Background: an optimization exercise with open tools, aiming at small area. Do not read the settings as production practice. The RTL of this run was laid out without a check of its function. Power and IR drop assume default switching activity.

--- constraint.sdc ---
create_clock -name core_clock -period 10.0 [get_ports {clk}]
set_input_delay 2.0000 -clock core_clock [delete_from_list [all_inputs] [get_ports {clk}]]
set_output_delay 2.0000 -clock core_clock [all_outputs]
set_load 0.01 [all_outputs]
--- design.v ---
module cwe_table (
    input  wire [4:0]  id,
    output reg  [31:0] rt0,         
    output reg  [31:0] rt1,         
    output reg  [31:0] wt0,         
    output reg  [31:0] wt1,         
    output reg  [31:0] value_max,
    output reg  [4:0]  value_shift,
    output reg         len8         
);
    always @(*) begin
        rt0         = 32'h0E000000 | {27'd0, id};
        rt1         = 32'h00000000;
        wt0         = 32'h0F000000;
        wt1         = 32'h00000000;
        value_max   = 32'h0000FFFF;
        value_shift = 5'd0;
        len8        = 1'b0;
        case (id)
            5'h03: begin
                rt0 = 32'h0A030000; wt0 = 32'h0B030000;
                value_max = 32'h00000FFF; value_shift = 5'd0;
            end
            5'h05: begin
                rt0 = 32'h0C050000; rt1 = 32'h0C060000;
                wt0 = 32'h0C850000; wt1 = 32'h0C860000;
                value_max = 32'd1000; value_shift = 5'd4; len8 = 1'b1;
            end
            5'h07: begin
                rt0 = 32'h0A070000; wt0 = 32'h0D070001;
                value_max = 32'd5; value_shift = 5'd13;
            end
            5'h10: begin
                rt0 = 32'h0A100000; wt0 = 32'h00000000;
                value_max = 32'd255; value_shift = 5'd0;
            end
            5'h11: begin
                rt0 = 32'h0A110000; wt0 = 32'h00000000;
                value_max = 32'hFFFFFFFF; value_shift = 5'd0;
            end
            default: ;
        endcase
    end
endmodule
module cwe_codec #(
    parameter TABLE_SIZE = 18
) (
    input  wire [31:0] reg_id,
    input  wire [31:0] value,
    input  wire        dir_write,    
    input  wire [31:0] wbuf0,        
    input  wire [31:0] wbuf1,
    output wire        valid_id,     
    output wire [31:0] enc_x0,       
    output wire [31:0] enc_x1,
    output wire        enc_len8,
    output wire [31:0] dec_value     
);
    wire [31:0] rt0, rt1, wt0, wt1, vmax;
    wire [4:0]  shift;
    wire        len8;
    assign valid_id = (reg_id < TABLE_SIZE);
    cwe_table u_table (
        .id(reg_id[4:0]), .rt0(rt0), .rt1(rt1), .wt0(wt0), .wt1(wt1),
        .value_max(vmax), .value_shift(shift), .len8(len8)
    );
    reg [31:0] mask;
    integer i;
    always @(*) begin
        mask = 32'd0;
        for (i = 0; i < 32; i = i + 1)
            if (vmax >= (32'd1 << i))
                mask[i] = 1'b1;
    end
    wire [31:0] field = (value & mask) << shift;
    wire [31:0] t0 = dir_write ? wt0 : rt0;
    wire [31:0] t1 = len8 ? (dir_write ? wt1 : rt1) : 32'd0;
    assign enc_len8 = len8;
    assign enc_x0   = (dir_write && !len8) ? (t0 | field) : t0;
    assign enc_x1   = (dir_write &&  len8) ? (t1 | field) : t1;
    wire [31:0] lane = len8 ? wbuf1 : wbuf0;
    assign dec_value = (lane >> shift) & mask;
endmodule
module cwe_engine (
    input  wire        clk,
    input  wire        rst,             
    input  wire        req_valid,
    output wire        req_ready,
    input  wire [3:0]  req_op,
    input  wire        req_dir,         
    input  wire [31:0] req_a0,
    input  wire [31:0] req_a1,
    output reg         res_valid,
    output reg  [3:0]  res_status,
    output reg  [31:0] res_value,
    output reg  [31:0] res_x1,
    output reg         res_len8,
    output reg  [7:0]  res_terr,
    output reg         t_req_valid,
    output reg  [1:0]  t_req_kind,      
    output reg  [31:0] t_req_word,      
    output reg  [15:0] t_req_len,       
    input  wire        t_ack,
    input  wire        t_err,
    input  wire [7:0]  t_errcode,
    input  wire [31:0] t_rdata,         
    output reg         p_resume_req,    
    input  wire        p_done,
    input  wire        p_ok,
    output reg         p_release,       
    input  wire        completion,
    input  wire        cmode,           
    input  wire        tick,
    input  wire [31:0] now,
    output reg  [31:0] last_resp,
    output reg  [31:0] last_ts,
    output reg         last_valid
);
    localparam [15:0] OPC_WDB          = 16'h0A01;
    localparam [12:0] T_ACK_TIMEOUT    = 13'd5000;
    localparam [31:0] MAX_CHUNK        = 32'd1024;
    localparam [3:0]  T_INTERCHUNK     = 4'd10;
    localparam [3:0]  T_ACK_RETRY      = 4'd2;
    localparam [1:0]  ACK_MAX_ATTEMPTS = 2'd3;
    localparam [3:0] ST_OK = 4'd0, ST_INVADDR = 4'd1, ST_TIMEOUT = 4'd2,
                     ST_PROTO = 4'd3, ST_ACKTO = 4'd4, ST_PWRFAIL = 4'd5,
                     ST_TRANSPORT = 4'd7, ST_UNSUPPORTED = 4'd8;
    localparam [1:0] K_SEND_PRI = 2'd0, K_SEND_HBW = 2'd1,
                     K_HBW_WRITE = 2'd2, K_HBW_READ = 2'd3;
    localparam [4:0]
        S_IDLE      = 5'd0,
        S_RESUME    = 5'd1,
        S_BODY      = 5'd2,
        S_ENC       = 5'd3,
        S_EX_START  = 5'd4,
        S_EX_SEND   = 5'd5,
        S_EX_WAIT   = 5'd6,
        S_EX_DONE   = 5'd7,
        S_WB_LOOP   = 5'd8,
        S_WB_DELAY  = 5'd9,
        S_WB_CMD    = 5'd10,
        S_WB_DATA   = 5'd11,
        S_WB_ACKRD  = 5'd12,
        S_WB_ACKCHK = 5'd13,
        S_WB_ACKDLY = 5'd14,
        S_BODY_END  = 5'd15,
        S_FINISH    = 5'd16,
        S_CODEC     = 5'd17;
    reg [4:0] state;
    reg [3:0]  op;
    reg        dir;
    reg [31:0] a0, a1;
    reg [31:0] wbuf0, wbuf1;
    reg        msglen8;
    reg        lane;            
    reg [31:0] resp;
    reg        exec_sr;         
    reg        exec_mode;       
    reg [31:0] exec_word;
    reg        exec_hbw;        
    reg        pend, cseen;
    reg [12:0] tmr;
    reg [3:0]  dcnt;
    reg        pvote;
    reg [31:0] rem, moved;
    reg [15:0] chunk;
    reg        first;
    reg [31:0] ackw;
    reg [1:0]  ackcnt;
    wire        c_valid;
    wire [31:0] c_x0, c_x1, c_dec;
    wire        c_len8;
    wire        c_dir_write = (op[2:0] == 3'd6) ? dir : (op[2:0] == 3'd2);
    cwe_codec u_codec (
        .reg_id(a0), .value(a1), .dir_write(c_dir_write),
        .wbuf0(wbuf0), .wbuf1(wbuf1),
        .valid_id(c_valid), .enc_x0(c_x0), .enc_x1(c_x1), .enc_len8(c_len8),
        .dec_value(c_dec)
    );
    assign req_ready = (state == S_IDLE);
    wire [31:0] ack_word = {t_rdata[7:0], t_rdata[15:8], t_rdata[23:16], t_rdata[31:24]};
    wire [31:0] next_chunk = (rem < MAX_CHUNK) ? rem : MAX_CHUNK;
    always @(posedge clk) begin
        if (rst) begin
            state        <= S_IDLE;
            res_valid    <= 1'b0;
            t_req_valid  <= 1'b0;
            p_resume_req <= 1'b0;
            p_release    <= 1'b0;
            pend         <= 1'b0;
            cseen        <= 1'b0;
            tmr          <= 13'd0;
            pvote        <= 1'b0;
            last_valid   <= 1'b0;
        end else begin
            res_valid <= 1'b0;
            p_release <= 1'b0;
            if (pend && completion)
                cseen <= 1'b1;
            case (state)
            S_IDLE: begin
                if (req_valid) begin
                    op  <= req_op;
                    dir <= req_dir;
                    a0  <= req_a0;
                    a1  <= req_a1;
                    res_status <= ST_OK;
                    if (req_op[3] && req_op[2:0] <= 3'd3)
                        state <= S_RESUME;
                    else if (!req_op[3] && req_op[2:0] <= 3'd3)
                        state <= S_BODY;
                    else if (req_op == 4'h6 || req_op == 4'h7)
                        state <= S_CODEC;
                    else begin
                        res_status <= ST_UNSUPPORTED;
                        state <= S_FINISH;
                    end
                end
            end
            S_RESUME: begin
                p_resume_req <= 1'b1;
                if (p_resume_req && p_done) begin
                    p_resume_req <= 1'b0;
                    if (p_ok) begin
                        pvote <= 1'b1;
                        state <= S_BODY;
                    end else begin
                        res_status <= ST_PWRFAIL;
                        state <= S_FINISH;
                    end
                end
            end
            S_BODY_END: begin
                if (pvote) begin
                    p_release <= 1'b1;
                    pvote     <= 1'b0;
                end
                state <= S_FINISH;
            end
            S_FINISH: begin
                res_valid <= 1'b1;
                state     <= S_IDLE;
            end
            S_BODY: begin
                case (op[2:0])
                3'd0: begin
                    exec_word <= a0;
                    exec_hbw  <= 1'b0;
                    state     <= S_EX_START;
                end
                3'd1, 3'd2: state <= S_ENC;
                default: begin
                    rem    <= a1;
                    moved  <= 32'd0;
                    first  <= 1'b1;
                    state  <= S_WB_LOOP;
                end
                endcase
            end
            S_ENC: begin
                if (!c_valid) begin
                    res_status <= ST_INVADDR;
                    state      <= S_BODY_END;
                end else begin
                    wbuf0     <= c_x0;
                    wbuf1     <= c_x1;
                    msglen8   <= c_len8;
                    lane      <= 1'b0;
                    exec_word <= c_x0;
                    exec_hbw  <= 1'b0;
                    state     <= S_EX_START;
                end
            end
            S_CODEC: begin
                if (!c_valid) begin
                    res_status <= ST_INVADDR;
                end else if (op[0] == 1'b0) begin
                    wbuf0     <= c_x0;
                    wbuf1     <= c_x1;
                    msglen8   <= c_len8;
                    res_value <= c_x0;
                    res_x1    <= c_x1;
                    res_len8  <= c_len8;
                end else begin
                    res_value <= c_dec;
                end
                state <= S_FINISH;
            end
            S_EX_START: begin
                exec_sr   <= exec_word[28];
                exec_mode <= cmode;
                if (cmode && !exec_word[28]) begin
                    pend  <= 1'b1;
                    cseen <= 1'b0;
                end
                t_req_valid <= 1'b1;
                t_req_kind  <= exec_hbw ? K_SEND_HBW : K_SEND_PRI;
                t_req_word  <= exec_word;
                t_req_len   <= 16'd0;
                state       <= S_EX_SEND;
            end
            S_EX_SEND: begin
                if (t_ack) begin
                    t_req_valid <= 1'b0;
                    if (t_err) begin
                        pend       <= 1'b0;
                        cseen      <= 1'b0;
                        res_status <= ST_TRANSPORT;
                        res_terr   <= t_errcode;
                        state      <= S_BODY_END;
                    end else if (exec_sr) begin
                        state <= S_EX_DONE;
                    end else if (!exec_mode) begin
                        resp       <= t_rdata;
                        last_resp  <= t_rdata;
                        last_ts    <= now;
                        last_valid <= 1'b1;
                        state      <= S_EX_DONE;
                    end else begin
                        resp  <= t_rdata;
                        tmr   <= T_ACK_TIMEOUT;
                        state <= S_EX_WAIT;
                    end
                end
            end
            S_EX_WAIT: begin
                if (cseen || completion) begin
                    pend       <= 1'b0;
                    cseen      <= 1'b0;
                    tmr        <= 13'd0;
                    last_resp  <= resp;
                    last_ts    <= now;
                    last_valid <= 1'b1;
                    state      <= S_EX_DONE;
                end else if (tmr == 13'd0) begin
                    pend       <= 1'b0;
                    cseen      <= 1'b0;
                    res_status <= ST_TIMEOUT;
                    state      <= S_BODY_END;
                end else if (tick) begin
                    tmr <= tmr - 13'd1;
                end
            end
            S_EX_DONE: begin
                case (op[2:0])
                3'd0: begin
                    res_value <= resp;
                    state     <= S_BODY_END;
                end
                3'd1, 3'd2: begin
                    if (!lane && msglen8) begin
                        lane      <= 1'b1;
                        exec_word <= wbuf1;
                        state     <= S_EX_START;
                    end else begin
                        res_value <= {16'd0, last_resp[15:0]};
                        state     <= S_BODY_END;
                    end
                end
                default: begin
                    if (resp[31:16] != OPC_WDB) begin
                        res_status <= ST_PROTO;
                        state      <= S_BODY_END;
                    end else begin
                        t_req_valid <= 1'b1;
                        t_req_kind  <= K_HBW_WRITE;
                        t_req_word  <= moved;
                        t_req_len   <= chunk;
                        state       <= S_WB_DATA;
                    end
                end
                endcase
            end
            S_WB_LOOP: begin
                if (rem == 32'd0) begin
                    res_value <= moved;
                    state     <= S_BODY_END;
                end else if (!first) begin
                    dcnt  <= T_INTERCHUNK;
                    state <= S_WB_DELAY;
                end else begin
                    state <= S_WB_CMD;
                end
            end
            S_WB_DELAY: begin
                if (dcnt == 4'd0)
                    state <= S_WB_CMD;
                else if (tick)
                    dcnt <= dcnt - 4'd1;
            end
            S_WB_CMD: begin
                first     <= 1'b0;
                chunk     <= next_chunk[15:0];
                exec_word <= {OPC_WDB, next_chunk[15:0]};
                exec_hbw  <= 1'b1;
                state     <= S_EX_START;
            end
            S_WB_DATA: begin
                if (t_ack) begin
                    t_req_valid <= 1'b0;
                    if (t_err) begin
                        res_status <= ST_TRANSPORT;
                        res_terr   <= t_errcode;
                        state      <= S_BODY_END;
                    end else begin
                        ackcnt      <= 2'd0;
                        t_req_valid <= 1'b1;
                        t_req_kind  <= K_HBW_READ;
                        t_req_word  <= 32'd0;
                        t_req_len   <= 16'd4;
                        state       <= S_WB_ACKRD;
                    end
                end
            end
            S_WB_ACKRD: begin
                if (t_ack) begin
                    t_req_valid <= 1'b0;
                    if (t_err) begin
                        res_status <= ST_TRANSPORT;
                        res_terr   <= t_errcode;
                        state      <= S_BODY_END;
                    end else begin
                        ackw   <= ack_word;
                        ackcnt <= ackcnt + 2'd1;
                        state  <= S_WB_ACKCHK;
                    end
                end
            end
            S_WB_ACKCHK: begin
                if (ackw == {OPC_WDB, 16'd0}) begin
                    moved <= moved + {16'd0, chunk};
                    rem   <= rem - {16'd0, chunk};
                    state <= S_WB_LOOP;
                end else if (ackcnt == ACK_MAX_ATTEMPTS) begin
                    res_status <= ST_ACKTO;
                    state      <= S_BODY_END;
                end else begin
                    dcnt  <= T_ACK_RETRY;
                    state <= S_WB_ACKDLY;
                end
            end
            S_WB_ACKDLY: begin
                if (dcnt == 4'd0) begin
                    t_req_valid <= 1'b1;
                    t_req_kind  <= K_HBW_READ;
                    t_req_word  <= 32'd0;
                    t_req_len   <= 16'd4;
                    state       <= S_WB_ACKRD;
                end else if (tick) begin
                    dcnt <= dcnt - 4'd1;
                end
            end
            default: state <= S_IDLE;
            endcase
        end
    end
endmodule
--- config.mk ---
export PLATFORM = sky130hd
export DESIGN_NAME = cwe_engine
export DESIGN_NICKNAME = cwe_engine
export VERILOG_FILES = /design/flow/design.v
export SDC_FILE = /design/flow/constraint.sdc
export NUM_CORES = 4
export LEC_CHECK = 0
export CAP_MARGIN = 20
export CORE_MARGIN = 2
export CORE_UTILIZATION = 40
export SLEW_MARGIN = 20
--- run.sh ---
#!/bin/bash
# synth_recipe.tcl (not shown) runs the flow's synth.tcl, then flattens the netlist and writes it again
# the make line also repeats each setting of config.mk as NAME=value (left out here)
make -C /OpenROAD-flow-scripts/flow DESIGN_CONFIG=/design/flow/config.mk WORK_HOME=/design/flow/orfs CLKGATE_MAP_FILE= SYNTH_SCRIPT=/design/flow/synth_recipe.tcl finish
==> run notes <==
area by class of cell:
cell class	count	area, µm²	share of cell area, %
multi-input combinational	1278	7580	25.3
timing repair buffer	380	3720	12.4
inverter	60	228	0.759
tap	765	957	3.19
clock inverter	36	412	1.37
clock buffer	67	1490	4.95
sequential	529	15600	52.1
per-stage QoR:
step / power (W) / utilization [%] / cells / setup WS, ps / hold WS (ps)
final: 0.00566 / 51.7 / 3115 / 5410 / 465
after global routing: 0.00584 / 51.7 / 3115 / 5280 / 497
after CTS: 0.00568 / 51.7 / 3115 / 5400 / 470
after detailed placement: 0.00353 / 48.4 / 3012 / 5170 / 446
after global placement: 0.00353 / 48.4 / 3012 / 5170 / 444
after floorplan: 0.00314 / - / 1961 / 2400 / 426
flip-flops by register name, indices dropped and copies added (netlist names), 28 cells and up:
register / flops
a0: 32
t_req_word: 32
rem: 32
wbuf0: 32
resp: 32
ackw: 32
res_x1: 28
res_value: 32
a1: 32
last_ts: 32
last_resp: 32
moved: 32
wbuf1: 28
exec_word: 32
where the power goes:
group,leakage [nW],switching [W],internal (W)
clock network,0.909,0.000889,0.00127
registers,4.87,0.000121,0.00258
logic,4.89,0.000510,0.000289
total,10.7,0.00152,0.00414
layer usage:
layer	GRT usage, %	share of wire (%)
met1	34.6	42
met2	40.1	47
met3	4.79	8.4
met4	8.17	3.0
met5	0	0.017
placed cells by master, fill, tap and decap left out, drive strengths merged, types with 13 or more instances in the layout:
cell             n
o211ai          16
xor2            33
dfxtp           26
mux2i           31
a22oi           31
clkbuf          67
a21oi           94
buf             33
nand2b          13
conb            39
nor4            32
edfxtp         503
ha              36
xnor2           29
clkinv          23
or3             16
nand2          270
nand3           33
and2            13
nor2           170
a211oi          15
inv             59
a22o            33
nor2b           15
o21ai          124
clkdlybuf4s50  347
nor3            39
a222oi          13
and3            30
kinds of logic (layout without fill, tap and decap cells):
family,Yosys count,after routing,share of synthesized area (%)
and+or+nand+nor,684,684,13.6
DFF,529,529,66.3
AOI/OAI and AO/OA,424,424,11.9
buffers and inverters,154,543,2.55
xor gates and xnor gates,62,62,2.30
adders and majority gates,38,38,2.08
muxes,31,31,1.32
other,1,39,0.0159
how the worst min path moves through the flow:
stage,slack [ps],from,depth (start not counted),endpoint
final,460,last_valid,1,last_valid
after global routing,500,pvote,1,p_release
after CTS,470,pend,2,pend
after detailed placement,450,pend,2,pend
after global placement,440,pend,2,pend
after floorplan,430,exec_word[28],0,exec_sr
worst max-delay path: stages (launching register included):
cell	delay, ps
dfxtp_1	610
nor3_1	420
nand2_1	200
inv_1	160
clkdlybuf4s50_1	560
==> impl_metrics.toml <==
[final_layout]
layout.nets = 2495
antennaDiodeCount = 0
synthToLayoutAreaGrowth_pct = 27.3
num-fill-cells = 5035
drive_above_1_share_pct = 6.72
final_cell_area_mm2 = 0.0300

[setup_path]
cp-startpoint = "state[4]"
cp-endpoint = "req_ready"
worstPathRequired_ps = 8000
crit_path_start_kind = "register"
crit_fanout = 21
rr_worst_depth = 9
path_class = "register to output port"
crit_arrival_ps = 2590
r2r-start = "state[4]"
setup.worst_path.end_class = "output port"
regToRegEndpoint = "exec_word[0]"
rrSetupSlack_ps = 6050

[synth]
syn_avg_cell_area_um2 = 12.3
synth.largest_area_cell = "edfxtp_1"
synthTopCellsByArea = "edfxtp_1, nand2_1, nor2_1"
synth-seq-cells = 529
synth.most_common_cell = "edfxtp_1"
synth.cell_area_mm2 = 0.0236
synth-edff-count = 503
synthCells = 1923
synth.distinct_cells = 83
synth_common_cells = "edfxtp_1, nand2_1, nor2_1"
ys_seq_area_share_pct = 66.3
ys_warn_count = 3
synth_ff_type = "edfxtp_1"
synth_top_area_share_pct = 64.1
synthArstFlopShare_pct = 0

[floorplan]
io_pins = 348
die_w_um = 247
num_rows = 88
die_y_um = 247
initial_core_util_pct = 40.6
core_area_mm2 = 0.0580
fp.dieArea_mm2 = 0.0609

[placement]
post_dp_cell_area_mm2 = 0.0281
hpwl_um = 57200
io_buffers = 347
routabilityCongestion = 0.909

[grt]
overflow = 0
antenna_found_initial = 1
grt_max_degree = 76
grt_pass1_wl_um = 112000
grt_usage_pct = 25.1
grt_pass1_vias = 16942

[cts]
max-clock-path-buffers = 3
cts_made_buffers = 57
root_buffer = "clkbuf_16"
h-tree-depth = 2
numClockSinks = 529
cts.clk_slew.worst_paths_ps = 60
cts_tree = "built"
cts_hold_buf = 0
clk_latency_ps = 630
post_cts.repair.setup_buffers = 0
cts_resized = 0

[detailed_routing]
routed_wl_um = 77500
dr.pass1.iters = 8
drc = 0
vias = 17491
detail-route-antenna-nets = 0
drt-initial-drc-count = 2064
wl_per_cell_um = 24.9
viasPerCell = 5.62

[sta]
setup_tns_ps = 0
finalCritPeriodShare_pct = 45.9
rsz0062_at_grt = "no"
hold_viol = 0
drv_slew = 0
maxSlewHeadroom_pct = 18.4
fin_skew_ps = 29.2
fin_crit_ps = 4590
setup_violations = 0
worst_pin_slew_ps = 1210
max_freq_mhz = 218

[status]
outcome = "finished clean"

[min_path]
hold_class = "register to register"

[power]
leakagePower_nw = 10.7
peakVddDrop_mv = 0.150
p_per_area_mw_per_mm2 = 189

[job]
max-cap-violations = 0

==> re-timing with driven ports <==
The results above use ideal ports. As a check the final layout listed here was re-extracted and re-timed, cells and wires unchanged.
Step 1: set_driving_cell puts a clkbuf_16 on clk and a buf_2 on each other input, an assumption about the parent block.
Step 2 adds t to the input delays and takes it off the output delays; t is the mean of the earliest and latest rising clock arrival at the registers after step 1. Input paths then give back, and output paths get back, about the clock's delay inside the block.
Three values: ideal ports, drivers, drivers and shift; two values: the first two.
t, ns: 0.679
setup slack, ns: 5.407 / 5.347 / 5.096
worst setup path after step 2: input to register
cell pins on the clock port's net: 1
After both steps setup and hold are still met in this run. For this run, drivers alone change the setup slack by -0.060 ns; drivers and shift together by -0.311 ns.
